This is an optimization exercise on Yosys and OpenROAD, whose aim is small area, a short achievable clock period and few clock cycles, not a production implementation. Only simulation tests tie the RTL to the original design; equivalence was not proved. Power is estimated from default activity; no workload was simulated.

==> flow/design.v <==
module lpr_tone_rom (
    input  wire [5:0]  addr,
    output reg  [39:0] data
);
    always @(*) begin
        case (addr)
            6'd0 : data = {4'd1, 4'd0, 32'h00000000};
            6'd1 : data = {4'd9, 4'd2, 32'h0A02756F};
            6'd2 : data = {4'd5, 4'd3, 32'hDCF68E36};
            6'd3 : data = {4'd11, 4'd5, 32'h835FBA09};
            6'd4 : data = {4'd3, 4'd7, 32'h05013AB7};
            6'd5 : data = {4'd13, 4'd8, 32'h67C0355A};
            6'd6 : data = {4'd7, 4'd9, 32'hB031BEFE};
            6'd7 : data = {4'd15, 4'd10, 32'hE1F7C8EE};
            6'd8 : data = {4'd9, 4'd9, 32'hF5FD8A90};
            6'd9 : data = {4'd1, 4'd0, 32'h00000000};
            6'd10: data = {4'd9, 4'd1, 32'hD2F418C6};
            6'd11: data = {4'd11, 4'd3, 32'h795D4499};
            6'd12: data = {4'd3, 4'd4, 32'hFAFEC548};
            6'd13: data = {4'd13, 4'd6, 32'h5DBDBFEB};
            6'd14: data = {4'd9, 4'd7, 32'hA62F498E};
            6'd15: data = {4'd5, 4'd8, 32'hD7F5537E};
            6'd16: data = {4'd5, 4'd8, 32'h230971C9};
            6'd17: data = {4'd9, 4'd10, 32'h2D0BE739};
            6'd18: data = {4'd1, 4'd0, 32'h00000000};
            6'd19: data = {4'd11, 4'd1, 32'hA6692BD3};
            6'd20: data = {4'd5, 4'd3, 32'h280AAC81};
            6'd21: data = {4'd13, 4'd4, 32'h8AC9A724};
            6'd22: data = {4'd7, 4'd5, 32'hD33B30C7};
            6'd23: data = {4'd3, 4'd7, 32'h05013AB7};
            6'd24: data = {4'd11, 4'd6, 32'h7CA045F6};
            6'd25: data = {4'd11, 4'd8, 32'h86A2BB66};
            6'd26: data = {4'd11, 4'd10, 32'h5996D42C};
            6'd27: data = {4'd1, 4'd0, 32'h00000000};
            6'd28: data = {4'd11, 4'd1, 32'h81A180AE};
            6'd29: data = {4'd13, 4'd2, 32'hE4607B51};
            6'd30: data = {4'd11, 4'd4, 32'h2CD204F4};
            6'd31: data = {4'd15, 4'd5, 32'h5E980EE4};
            6'd32: data = {4'd3, 4'd4, 32'hFAFEC548};
            6'd33: data = {4'd3, 4'd7, 32'h05013AB7};
            6'd34: data = {4'd5, 4'd8, 32'hD7F5537E};
            6'd35: data = {4'd11, 4'd10, 32'h7E5E7F51};
            6'd36: data = {4'd1, 4'd0, 32'h00000000};
            6'd37: data = {4'd13, 4'd1, 32'h62BEFAA3};
            6'd38: data = {4'd7, 4'd2, 32'hAB308446};
            6'd39: data = {4'd5, 4'd3, 32'hDCF68E36};
            6'd40: data = {4'd13, 4'd3, 32'h983FCAA5};
            6'd41: data = {4'd13, 4'd5, 32'hA2424014};
            6'd42: data = {4'd13, 4'd7, 32'h753658DB};
            6'd43: data = {4'd13, 4'd9, 32'h1B9F84AE};
            6'd44: data = {4'd13, 4'd10, 32'h9D41055C};
            6'd45: data = {4'd1, 4'd0, 32'h00000000};
            6'd46: data = {4'd13, 4'd1, 32'h487189A3};
            6'd47: data = {4'd15, 4'd2, 32'h7A379393};
            6'd48: data = {4'd7, 4'd2, 32'h4FCE4101};
            6'd49: data = {4'd9, 4'd4, 32'h59D0B671};
            6'd50: data = {4'd7, 4'd6, 32'h2CC4CF38};
            6'd51: data = {4'd11, 4'd7, 32'hD32DFB0B};
            6'd52: data = {4'd7, 4'd9, 32'h54CF7BB9};
            6'd53: data = {4'd13, 4'd10, 32'hB78E765C};
            6'd54: data = {4'd1, 4'd0, 32'h00000000};
            6'd55: data = {4'd15, 4'd1, 32'h31C609F0};
            6'd56: data = {4'd15, 4'd1, 32'h1E083711};
            6'd57: data = {4'd5, 4'd3, 32'h280AAC81};
            6'd58: data = {4'd3, 4'd4, 32'hFAFEC548};
            6'd59: data = {4'd15, 4'd6, 32'hA167F11B};
            6'd60: data = {4'd5, 4'd8, 32'h230971C9};
            6'd61: data = {4'd15, 4'd9, 32'h85C86C6C};
            6'd62: data = {4'd15, 4'd10, 32'hCE39F60F};
            6'd63: data = {4'd1, 4'd0, 32'h00000000};
            default: data = 40'd0;
        endcase
    end
endmodule
module lpr_tune #(
    parameter [6:0] CFG_BASE_NOTE = 7'd24,
    parameter [6:0] CFG_PB_RANGE  = 7'd1,
    parameter       CFG_ZONE      = 1'b0,
    parameter [6:0] CFG_NUMCH     = 7'd15
) (
    input  wire        clk,
    input  wire        rst,
    input  wire        cmd_valid,
    input  wire [31:0] cmd,
    output wire        cmd_ready,
    output reg         resp_valid,
    output reg  [63:0] resp
);
    wire [5:0] op  = cmd[31:26];
    wire [6:0] imm = cmd[19:13];
    wire z_all  = (cmd[25:0] == 26'd0);
    wire z_addr = (cmd[19:0] == 20'd0);
    wire z_imm  = (cmd[25:20] == 6'd0) && (cmd[12:0] == 13'd0);
    wire is_nop  = (op == 6'h00) && z_all;
    wire is_base = (op == 6'h01) && z_imm;
    wire is_rng  = (op == 6'h02) && z_imm;
    wire is_get  = (op == 6'h03) && z_addr;
    wire is_rom  = (op == 6'h04) && z_addr;
    wire is_stat = (op == 6'h15) && z_all;
    wire imm_z   = (imm == 7'd0);
    wire is_pre  = is_rng && imm_z;
    wire is_ill  = !(is_nop || is_base || is_rng || is_get || is_rom || is_stat);
    assign cmd_ready = 1'b1;
    reg [6:0] base_note;
    reg [6:0] pb_range;
    reg       sticky;
    reg       v1;
    reg       get1, rom1, stat1, err1, ill1;
    reg [5:0] addr1;
    always @(posedge clk) begin
        if (rst) begin
            base_note <= CFG_BASE_NOTE;
            pb_range  <= CFG_PB_RANGE;
            sticky    <= 1'b0;
            v1        <= 1'b0;
        end else begin
            v1 <= cmd_valid;
            if (cmd_valid) begin
                if (is_base) base_note <= imm;
                if (is_rng && !imm_z) pb_range <= imm;
                if (is_ill || is_pre) sticky <= 1'b1;
            end
        end
        get1  <= is_get;
        rom1  <= is_rom;
        stat1 <= is_stat;
        err1  <= is_ill | is_pre;
        ill1  <= is_ill;
        addr1 <= cmd[25:20];
    end
    wire [39:0] rom1_data;
    lpr_tone_rom u_rom1 (
        .addr (addr1),
        .data (rom1_data)
    );
    wire [12:0] dsor1_d = rom1_data[31:19];
    wire [7:0]  note_sum = {1'b0, base_note} + {4'd0, rom1_data[35:32]};
    wire [6:0]  note_sat = note_sum[7] ? 7'd127 : note_sum[6:0];
    reg [6:0]  rem_s1;
    reg [12:0] dq_s1;
    reg [8:0]  t_s1;
    reg [7:0]  r_s1;
    always @(*) begin
        r_s1  = {1'b0, 7'd0};
        dq_s1 = dsor1_d;
        r_s1 = {r_s1[6:0], dq_s1[12]};
        t_s1 = {1'b0, r_s1} - {2'b0, pb_range};
        dq_s1[12] = !t_s1[8];
        if (!t_s1[8]) r_s1 = t_s1[7:0];
        r_s1 = r_s1 & 8'd1;
        r_s1 = {r_s1[6:0], dq_s1[11]};
        t_s1 = {1'b0, r_s1} - {2'b0, pb_range};
        dq_s1[11] = !t_s1[8];
        if (!t_s1[8]) r_s1 = t_s1[7:0];
        r_s1 = r_s1 & 8'd3;
        r_s1 = {r_s1[6:0], dq_s1[10]};
        t_s1 = {1'b0, r_s1} - {2'b0, pb_range};
        dq_s1[10] = !t_s1[8];
        if (!t_s1[8]) r_s1 = t_s1[7:0];
        r_s1 = r_s1 & 8'd7;
        r_s1 = {r_s1[6:0], dq_s1[9]};
        t_s1 = {1'b0, r_s1} - {2'b0, pb_range};
        dq_s1[9] = !t_s1[8];
        if (!t_s1[8]) r_s1 = t_s1[7:0];
        r_s1 = r_s1 & 8'd15;
        r_s1 = {r_s1[6:0], dq_s1[8]};
        t_s1 = {1'b0, r_s1} - {2'b0, pb_range};
        dq_s1[8] = !t_s1[8];
        if (!t_s1[8]) r_s1 = t_s1[7:0];
        r_s1 = r_s1 & 8'd31;
        rem_s1 = r_s1[6:0];
    end
    reg       v2, get2, rom2, stat2, err2, ill2, stk2;
    reg [5:0] addr2;
    reg [6:0] aux2, R2, rem2;
    reg [12:0] dq2;
    always @(posedge clk) begin
        if (rst) v2 <= 1'b0;
        else     v2 <= v1;
        get2  <= get1;
        rom2  <= rom1;
        stat2 <= stat1;
        err2  <= err1;
        ill2  <= ill1;
        stk2  <= sticky;
        addr2 <= addr1;
        aux2  <= (stat1 ? base_note : note_sat);
        R2    <= pb_range;
        rem2  <= rem_s1;
        dq2   <= dq_s1;
    end
    reg [6:0]  rem_s2;
    reg [12:0] dq_s2;
    reg [8:0]  t_s2;
    reg [7:0]  r_s2;
    always @(*) begin
        r_s2  = {1'b0, rem2};
        dq_s2 = dq2;
        r_s2 = {r_s2[6:0], dq_s2[7]};
        t_s2 = {1'b0, r_s2} - {2'b0, R2};
        dq_s2[7] = !t_s2[8];
        if (!t_s2[8]) r_s2 = t_s2[7:0];
        r_s2 = r_s2 & 8'd63;
        r_s2 = {r_s2[6:0], dq_s2[6]};
        t_s2 = {1'b0, r_s2} - {2'b0, R2};
        dq_s2[6] = !t_s2[8];
        if (!t_s2[8]) r_s2 = t_s2[7:0];
        r_s2 = r_s2 & 8'd127;
        r_s2 = {r_s2[6:0], dq_s2[5]};
        t_s2 = {1'b0, r_s2} - {2'b0, R2};
        dq_s2[5] = !t_s2[8];
        if (!t_s2[8]) r_s2 = t_s2[7:0];
        r_s2 = r_s2 & 8'd127;
        r_s2 = {r_s2[6:0], dq_s2[4]};
        t_s2 = {1'b0, r_s2} - {2'b0, R2};
        dq_s2[4] = !t_s2[8];
        if (!t_s2[8]) r_s2 = t_s2[7:0];
        r_s2 = r_s2 & 8'd127;
        rem_s2 = r_s2[6:0];
    end
    reg       v3, get3, rom3, stat3, err3, ill3, stk3;
    reg [5:0] addr3;
    reg [6:0] aux3, R3, rem3;
    reg [12:0] dq3;
    always @(posedge clk) begin
        if (rst) v3 <= 1'b0;
        else     v3 <= v2;
        get3  <= get2;
        rom3  <= rom2;
        stat3 <= stat2;
        err3  <= err2;
        ill3  <= ill2;
        stk3  <= stk2;
        addr3 <= addr2;
        aux3  <= aux2;
        R3    <= R2;
        rem3  <= rem_s2;
        dq3   <= dq_s2;
    end
    reg [6:0]  rem_s3;
    reg [12:0] dq_s3;
    reg [8:0]  t_s3;
    reg [7:0]  r_s3;
    always @(*) begin
        r_s3  = {1'b0, rem3};
        dq_s3 = dq3;
        r_s3 = {r_s3[6:0], dq_s3[3]};
        t_s3 = {1'b0, r_s3} - {2'b0, R3};
        dq_s3[3] = !t_s3[8];
        if (!t_s3[8]) r_s3 = t_s3[7:0];
        r_s3 = r_s3 & 8'd127;
        r_s3 = {r_s3[6:0], dq_s3[2]};
        t_s3 = {1'b0, r_s3} - {2'b0, R3};
        dq_s3[2] = !t_s3[8];
        if (!t_s3[8]) r_s3 = t_s3[7:0];
        r_s3 = r_s3 & 8'd127;
        r_s3 = {r_s3[6:0], dq_s3[1]};
        t_s3 = {1'b0, r_s3} - {2'b0, R3};
        dq_s3[1] = !t_s3[8];
        if (!t_s3[8]) r_s3 = t_s3[7:0];
        r_s3 = r_s3 & 8'd127;
        r_s3 = {r_s3[6:0], dq_s3[0]};
        t_s3 = {1'b0, r_s3} - {2'b0, R3};
        dq_s3[0] = !t_s3[8];
        if (!t_s3[8]) r_s3 = t_s3[7:0];
        r_s3 = r_s3 & 8'd127;
        rem_s3 = r_s3[6:0];
    end
    wire [39:0] romL_data;
    lpr_tone_rom u_romL (
        .addr (addr3),
        .data (romL_data)
    );
    wire [63:0] r_get  = {18'd0, aux3, 1'b1, dq_s3, 25'd0};
    wire [63:0] r_rom  = {2'd0, romL_data[39:32], 22'd0, romL_data[31:0]};
    wire [63:0] r_stat = {11'd0, stk3, CFG_ZONE, aux3, R3, CFG_NUMCH, 30'd0};
    wire [63:0] r_next = {err3, ill3, 62'd0}
                       | (get3  ? r_get  : 64'd0)
                       | (rom3  ? r_rom  : 64'd0)
                       | (stat3 ? r_stat : 64'd0);
    always @(posedge clk) begin
        if (rst) resp_valid <= 1'b0;
        else     resp_valid <= v3;
        resp <= r_next;
    end
endmodule
==> flow/run.sh <==
#!/bin/bash
# synth_recipe.tcl (not shown) runs the flow's synth.tcl, then flattens the netlist and writes it again
# the make line also repeats each setting of config.mk as NAME=value (left out here)
make -C /OpenROAD-flow-scripts/flow DESIGN_CONFIG=/design/flow/config.mk WORK_HOME=/design/flow/orfs CLKGATE_MAP_FILE= SYNTH_SCRIPT=/design/flow/synth_recipe.tcl finish
==> flow/config.mk <==
export PLATFORM = sky130hd
export DESIGN_NAME = lpr_tune
export DESIGN_NICKNAME = lpr_tune
export VERILOG_FILES = /design/flow/design.v
export SDC_FILE = /design/flow/constraint.sdc
export NUM_CORES = 4
export LEC_CHECK = 0
export CAP_MARGIN = 20
export CORE_MARGIN = 2
export CORE_UTILIZATION = 40
export SLEW_MARGIN = 20
==> flow/constraint.sdc <==
create_clock -name core_clock -period 10.0 [get_ports {clk}]
set_input_delay 2.0000 -clock core_clock [delete_from_list [all_inputs] [get_ports {clk}]]
set_output_delay 2.0000 -clock core_clock [all_outputs]
set_load 0.01 [all_outputs]
==> metrics.csv <==
stage,metric,value,unit
critical_path,required,10430,ps
pwr,peakVddDrop,0.5527,mV
floorplan,design.die.area,36920,µm²
critical_path,critPathMaxFanout,17,
synth,synth-main-ff-cell,dfxtp_1,
critical_path,r2r_cells,28,
routing,drc,0,
placement,port_buffers,97,
sta,worst_hold_slack,323.1,ps
clocking,post_cts_buffers,0,
pwr,pwr-share-seq,16.6,%
global_routing,grt_usage,23.02,%
clocking,cts_hold_buf,0,
critical_path,crit_arrival,8300,ps
global_routing,grt_max_degree,102,
clocking,cts_root_buf,clkbuf_16,
pwr,p_int,3.717,mW
placement,pre_cts_slack,2206,ps
synth,syn_area,14160,µm²
pwr,power_frac_clock,13.9,%
sta,period_needed,7873,ps
floorplan,start_util,40.79,%
global_routing,antenna_found_initial,1,
pwr,p_leak,6.563,nW
outcome,status,timing/DRC/antenna clean,
pwr,netSwitchingPower,2.968,mW
global_routing,overflow,0,
clocking,cts.clk_slew.worst_paths,60,ps
routing,wirelength,42.31,mm
synth,syn_avg_cell_area,8.146,µm²
floorplan,io-pin-count,101,
pwr,swShare,44.40,%
floorplan,core_area,34710,µm²
floorplan,die_h,192.1,µm
sta,setup_ws,2127,ps
sta,fmax,0.1270,GHz
clocking,numCtsBuffers,25,
routing,viasPerCell,5.746,
sta,maxSlewViolCount,0,
placement,placed_cells_incl_taps,2189,
clocking,htreeDepth,1,
clocking,cts.repair.resized,0,
synth,ys_seq_area_share,32.80,%
finish,ff_latch_area,4652,µm²
clocking,cts.sinks,232,
critical_path,worstSetupPathType,flip-flop to flip-flop,
finish,area_delta_synth_final,14.26,%
global_routing,grt_pass1_wl,67.28,mm
sta,slew_headroom,34.98,%
placement,gp_congestion,0.9454,
routing,drt_iter0_drc,1594,
routing,wl_per_cell,18.93,µm
worst_hold_path,hold_path.class,flip-flop to flip-flop,
synth,synthCells,1738,
sta,setup_tns,0,ps
finish,fin_cells,2235,
finish,final_core_util,46.60,%
synth,ys_ff_latch,232,
pwr,pwr_density_cell,413.2,nW/µm²
finish,final_cell_area,16180,µm²
sta,setup_violations,0,
clocking,clk_latency,550,ps
critical_path,cpMaxStageDelayCell,dfxtp_1,
sta,skew,14.95,ps
routing,dr_total_vias,12840,
pwr,total_power,6.685,mW
sta,final_hold_viol_count,0,
synth,synthArstFlopShare,0,%
critical_path,critPathCaptureType,flip-flop,
placement,placement.cell_area,15340,µm²
sta,worstMarginPinSlew,975.3,ps
sta,period_share,78.73,%
synth,ys_warn_count,2,
pwr,comb_power_share,69.5,%
worst_hold_path,hold_path_depth,0,
critical_path,start_kind,flip-flop,
synth,ys_types,81,
routing,antenna_left,0,
flow_run,max_cap_viol_count,0,
routing,first_pass_iters,6,
finish,fillers,3445,
sta,rsz0062_at_grt,false,
placement,hpwl,30.06,mm
clocking,cts_tree,built,
finish,multiInputGateArea,8706,µm²
finish,nNetsFinal,1905,
critical_path,slowest_delay,490,ps
floorplan,rows,68,
floorplan,dieWidth,192.1,µm
finish,drive_above_1_share,6.521,%
synth,synth_edf_count,0,
clocking,clock_path_buffers,3,
global_routing,grt_pass1_vias,12170,
power groups by stage:
stage | Clock (mW) | Sequential (mW) | Combinational, mW
6_report | 0.928 | 1.11 | 4.65
5_1_grt | 0.996 | 1.12 | 5.20
4_1_cts | 0.960 | 1.11 | 4.61
3_5_place_dp | 0 | 1.13 | 4.58
3_3_place_gp | 0 | 1.13 | 4.47
2_1_floorplan | 0 | 1.10 | 3.81
per-layer routing:
| metal | up-vias | track usage (%) | share of wire, % |
|---|---|---|---|
| met5 | - | 0 | 0 |
| met4 | 0 | 9.513 | 3.8 |
| met3 | 111 | 3.599 | 7.7 |
| met2 | 544 | 36.05 | 44 |
| met1 | 5934 | 31.46 | 44 |
| li1 | 6254 | - | - |
Yosys cell counts (all sizes together) (24+ instances only):
| master | instances | share of area, % |
|---|---|---|
| a211oi | 30 | 1.6 |
| a21oi | 158 | 5.6 |
| a31oi | 32 | 1.6 |
| and2 | 48 | 2.1 |
| buf | 25 | 0.86 |
| clkbuf | 92 | 2.4 |
| dfxtp | 232 | 33 |
| ha | 98 | 8.7 |
| inv | 88 | 2.4 |
| mux2 | 24 | 1.9 |
| mux2i | 38 | 2.8 |
| nand2 | 169 | 4.5 |
| nand3 | 26 | 0.92 |
| nor2 | 130 | 3.4 |
| nor2b | 35 | 1.5 |
| nor3 | 38 | 1.3 |
| o21ai | 162 | 5.7 |
flip-flops by register name (all words and copies together), names as in the netlist, 5 cells and up:
register   count
base_note      7
dq2           13
addr1          6
aux2           7
dq3           13
R2             7
R3             7
aux3           7
pb_range       7
rem2           5
romL_data     39
resp          62
rem3           7
addr2          6
rom1_data     17
cells in the final DEF (no fill, tap or decap), drive strengths merged, types with 38 or more instances in the layout:
master         synthesis  final
dfxtp                232    232
nand2                169    169
o21ai                162    162
a21oi                158    158
nor2                 130    130
ha                    98     98
clkdlybuf4s50          0     95
inv                   88     91
and2                  48     48
nor3                  38     38
mux2i                 38     38
worst paths after layout:
| kind | from | slack (ps) | to |
|---|---|---|---|
| min | aux2[4] | 320 | aux3[4] |
| max | R2[1] | 2130 | rem3[2] |
| min reg2reg | aux2[4] | 320 | aux3[4] |
| max reg2reg | R2[1] | 2130 | rem3[2] |
worst max-delay path, delay by kind of cell (launching register included):
family                     cells  cell delay (ps)
AOI/OAI and AO/OA             12             2880
buffers and inverters          2              370
adders and majority gates      4             1260
DFF                            1              490
and+or+nand+nor                6             1450
muxes                          4             1320
kinds of logic after synthesis:
kind of cell	synth area share, %
simple gates	17.36
xor+xnor	1.794
fa+ha+maj	10.22
flops	32.80
buf+inv	5.735
compound gates	25.13
mux	6.911
other cells	0.05304
layout make-up:
type                    count  share of cell area, %
inverters                  91                  2.127
multi-input cells        1299                  53.81
clock buffers              36                  4.370
flip-flops and latches    232                  28.75
clock inverters             9                 0.7657
repair buffers            112                  6.636
diodes                      1                0.01547
well taps                 455                  3.519
Testbench counts, summed over its fixed seeds: cycles 2,592.

-- port drivers added, routing unchanged --
In the flow no input, the clock included, has a driving cell. The finished layout below was timed again as built, in two steps. Step 1: set_driving_cell puts a clkbuf_16 on clk and a buf_2 on each other input, an assumption about the parent block. Step 2 times the ports against the registers' clock, not the clock port: input delays grow and output delays shrink by t, the midpoint of the rising clock arrivals with the driver on. Slacks: ideal / step 1 / step 2; pairs: ideal / step 1.
t (ns): 0.591
setup slack, ns: 2.127 / 2.127 / 2.127
worst setup path after step 2: register to register
After both steps setup and hold are still met in this run. The setup slack of this run moves by 0.000 ns with the drivers and by 0.000 ns with both steps.
